Source: an optimization exercise on an open RTL-to-GDS flow (aim: small area, a short achievable clock period and few clock cycles). Production flows keep margins and buffers that such runs may drop. RTL that was checked went through simulation tests only; none was proved equivalent to the original. No activity file was given, so power comes from the tool's default toggle rates.

## nabu_engine
module nabu_engine (
    input  wire        clk,
    input  wire        rst,
    input  wire        rx_valid,
    output wire        rx_ready,
    input  wire [7:0]  rx_data,
    output wire        tx_valid,
    input  wire        tx_ready,
    output wire [7:0]  tx_data,
    output wire        st_req_valid,
    input  wire        st_req_ready,
    output wire [23:0] st_seg,
    output wire [7:0]  st_pkt,
    input  wire        st_rsp_valid,
    output wire        st_rsp_ready,
    input  wire [1:0]  st_rsp_kind,
    input  wire [15:0] st_rsp_len,
    input  wire [15:0] st_rsp_offset,
    input  wire        st_rsp_last,
    input  wire        st_dat_valid,
    output wire        st_dat_ready,
    input  wire [7:0]  st_dat,
    input  wire [7:0]  tod_wd,
    input  wire [7:0]  tod_mo,
    input  wire [7:0]  tod_dd,
    input  wire [7:0]  tod_hh,
    input  wire [7:0]  tod_mi,
  ...
Settings: LEC_CHECK=0, ABC_AREA=1, CAP_MARGIN=20, CORE_MARGIN=2, CORE_UTILIZATION=65, CTS_BUF_LIST=sky130_fd_sc_hd__clkbuf_8, SETUP_SLACK_MARGIN=2.9, SLEW_MARGIN=20, TNS_END_PERCENT=5; clock period 5.0 ns.
standard.sh (not shown) runs the stock make flow with config.mk's settings and CLKGATE_MAP_FILE= SYNTH_SCRIPT=/design/flow/synth_recipe.tcl, a recipe that flattens the netlist after the stock synthesis.
==> flow/flow/run.sh <==
#!/bin/bash
# The standard layout, with the port buffers made of buf_2 cells instead of
# the cell buffer_ports picks by default. The output of the whole run goes to
# standard.log in the folder this runs in.
export BUFFER_PORTS_ARGS="-buffer_cell sky130_fd_sc_hd__buf_2"
bash standard.sh > standard.log 2>&1
Rerun with:
--- a/flow/design.v
+++ b/flow/design.v
@@ -129,30 +129,25 @@
     reg         rx_rdy;          
     reg         req_v;           
     reg         dat_rdy;         
     reg         q_v;
     reg  [7:0]  q;
     reg  [2:0]  q_cls;           
     reg         q_known;         
-    reg         q_7f;
-    wire        q_10 = (q == 8'h10);
-    wire        q_06 = (q == 8'h06);
-    wire        q_00 = (q == 8'h00);
-    wire        q_ff = (q == 8'hFF);
+    reg         q_10, q_06, q_7f, q_00, q_ff;
     reg  [2:0]  cls;
     reg         f_idle;                  
     reg         f_a1, f_a2;              
     reg         f_b1;                    
     reg         f_r1, f_r2, f_r3, f_r4;  
     reg         f_r5, f_r6, f_r7, f_r8;  
     reg         f_lk;                    
     reg         ffff;                    
     reg  [2:0]  aptr;            
     reg  [1:0]  acnt;            
-    reg         alast;           
     reg         alk;             
     reg  [7:0]  r0, r1, r2, r3, r4, r5;
     reg         ld_last;
     reg         ld_time;
     reg         ld_framed;
     reg  [15:0] cnt;             
     reg  [4:0]  idx;             
@@ -216,15 +211,15 @@
     wire cur_abs = m_hdr | m_pay;
     wire cur_esc = m_hdr | m_pay | m_crch | m_crcl;
     wire take = st_dat_valid & dat_rdy;
     wire have = m_ack | m_hdr | (m_pay & take) | (m_crch & ~o_abs) | m_crcl;
     wire push = have & ~s_valid;
     wire cnt_one  = (cnt == 16'd1);
     wire cnt_zero = (cnt == 16'd0);
-    wire ack_last = m_ack & push & alast;
+    wire ack_last = m_ack & push & (acnt == 2'd0);
     wire proc     = q_v & (m_rx | (ack_last & ~alk));
     wire [2:0] eff = q_known ? q_cls : cls;
     wire sel_a  = f_idle & (eff == C_A);
     wire sel_82 = f_idle & (eff == C_82);
     wire sel_83 = f_idle & (eff == C_83);
     wire sel_1e = f_idle & (eff == C_1E);
     wire sel_05 = f_idle & (eff == C_05);
@@ -375,52 +370,52 @@
                 if (tx_ready)
                     o_dup <= 1'b1;
             end
             s_valid <= s_valid_n;
         end
     end
     always @(posedge clk) begin
-        if (rx_rdy) begin
+        if (rx_fire) begin
             q       <= rx_data;
             q_known <= 1'b1;
             case (rx_data)
             8'h85, 8'h81: q_cls <= C_A;
             8'h82:        q_cls <= C_82;
             8'h83:        q_cls <= C_83;
             8'h1E:        q_cls <= C_1E;
             8'h05:        q_cls <= C_05;
             8'h84:        q_cls <= C_84;
             8'h0F:        q_cls <= C_NONE;
             default: begin q_cls <= C_NONE; q_known <= 1'b0; end
             endcase
+            q_10 <= (rx_data == 8'h10);
+            q_06 <= (rx_data == 8'h06);
             q_7f <= (rx_data == 8'h7F);
+            q_00 <= (rx_data == 8'h00);
+            q_ff <= (rx_data == 8'hFF);
         end
         if (!o_free && push) begin
             s_data <= cur;
             s_esc  <= cur_esc;
             s_abs  <= cur_abs;
         end
         if (proc) begin
-            aptr  <= st_close ? A_10E1 : n_aptr;
-            acnt  <= st_close ? 2'd1 : n_acnt;
-            alast <= ~st_close & (n_acnt == 2'd0);
-            alk   <= r4_look;
+            aptr <= st_close ? A_10E1 : n_aptr;
+            acnt <= st_close ? 2'd1 : n_acnt;
+            alk  <= r4_look;
         end else if (rsp_fire) begin
-            aptr  <= rsp_nf ? A_90 : A_91;
-            acnt  <= 2'd0;
-            alast <= 1'b1;
-            alk   <= 1'b0;
+            aptr <= rsp_nf ? A_90 : A_91;
+            acnt <= 2'd0;
+            alk  <= 1'b0;
         end else if (close_go) begin
-            aptr  <= A_10E1;
-            acnt  <= 2'd1;
-            alast <= 1'b0;
+            aptr <= A_10E1;
+            acnt <= 2'd1;
         end else if (m_ack & push) begin
-            aptr  <= aptr + 3'd1;
-            acnt  <= acnt - 2'd1;
-            alast <= (acnt == 2'd1);
+            aptr <= aptr + 3'd1;
+            acnt <= acnt - 2'd1;
         end
         if (tod_cap) begin
             if (tod_all) begin
                 r0 <= tod_wd;
                 r1 <= tod_mo;
                 r2 <= tod_dd;
                 r3 <= {4'h0, mod3(tod_hh[7:2]), tod_hh[1:0]};
Via count fell by about 2%.
Power fell by 2.0%.
Design area fell by 0.62%.
Critical path depth stays the same.
Combinational power fell by about 9%.
Cell count fell by 1.2%.
Testbench counts after the change, summed over its fixed seeds: cycles 192,739.
The RTL of the first run of this note was laid out without a check of its function.

port drivers added, routing unchanged:
In the flow no input, the clock included, has a driving cell. The finished layouts below were timed again as built, in two steps.
Step 1, drivers: a clkbuf_16 drives clk and a buf_2 each remaining input, both assumed.
Step 2 also shifts input and output timing later by t, the mid clock arrival at the registers, as if the neighbouring blocks saw the same clock.
a / b / c = no drivers / after step 1 / after step 2; a / b = the first two.
| run | t, ns | setup WS [ns] | worst setup path at the end | worst data-port slew with drivers (ns) |
|---|---|---|---|---|
| the first run | 0.502 | 2.846 / 2.807 / 2.399 | input to register | 0.04 |
| the second run | 0.499 | 2.860 / 2.823 / 2.401 | input to register | 0.04 |
After both steps setup and hold are still met in every run listed. The setup slack of the second run, which loses most, moves by -0.037 ns with the drivers and by -0.459 ns with both steps.
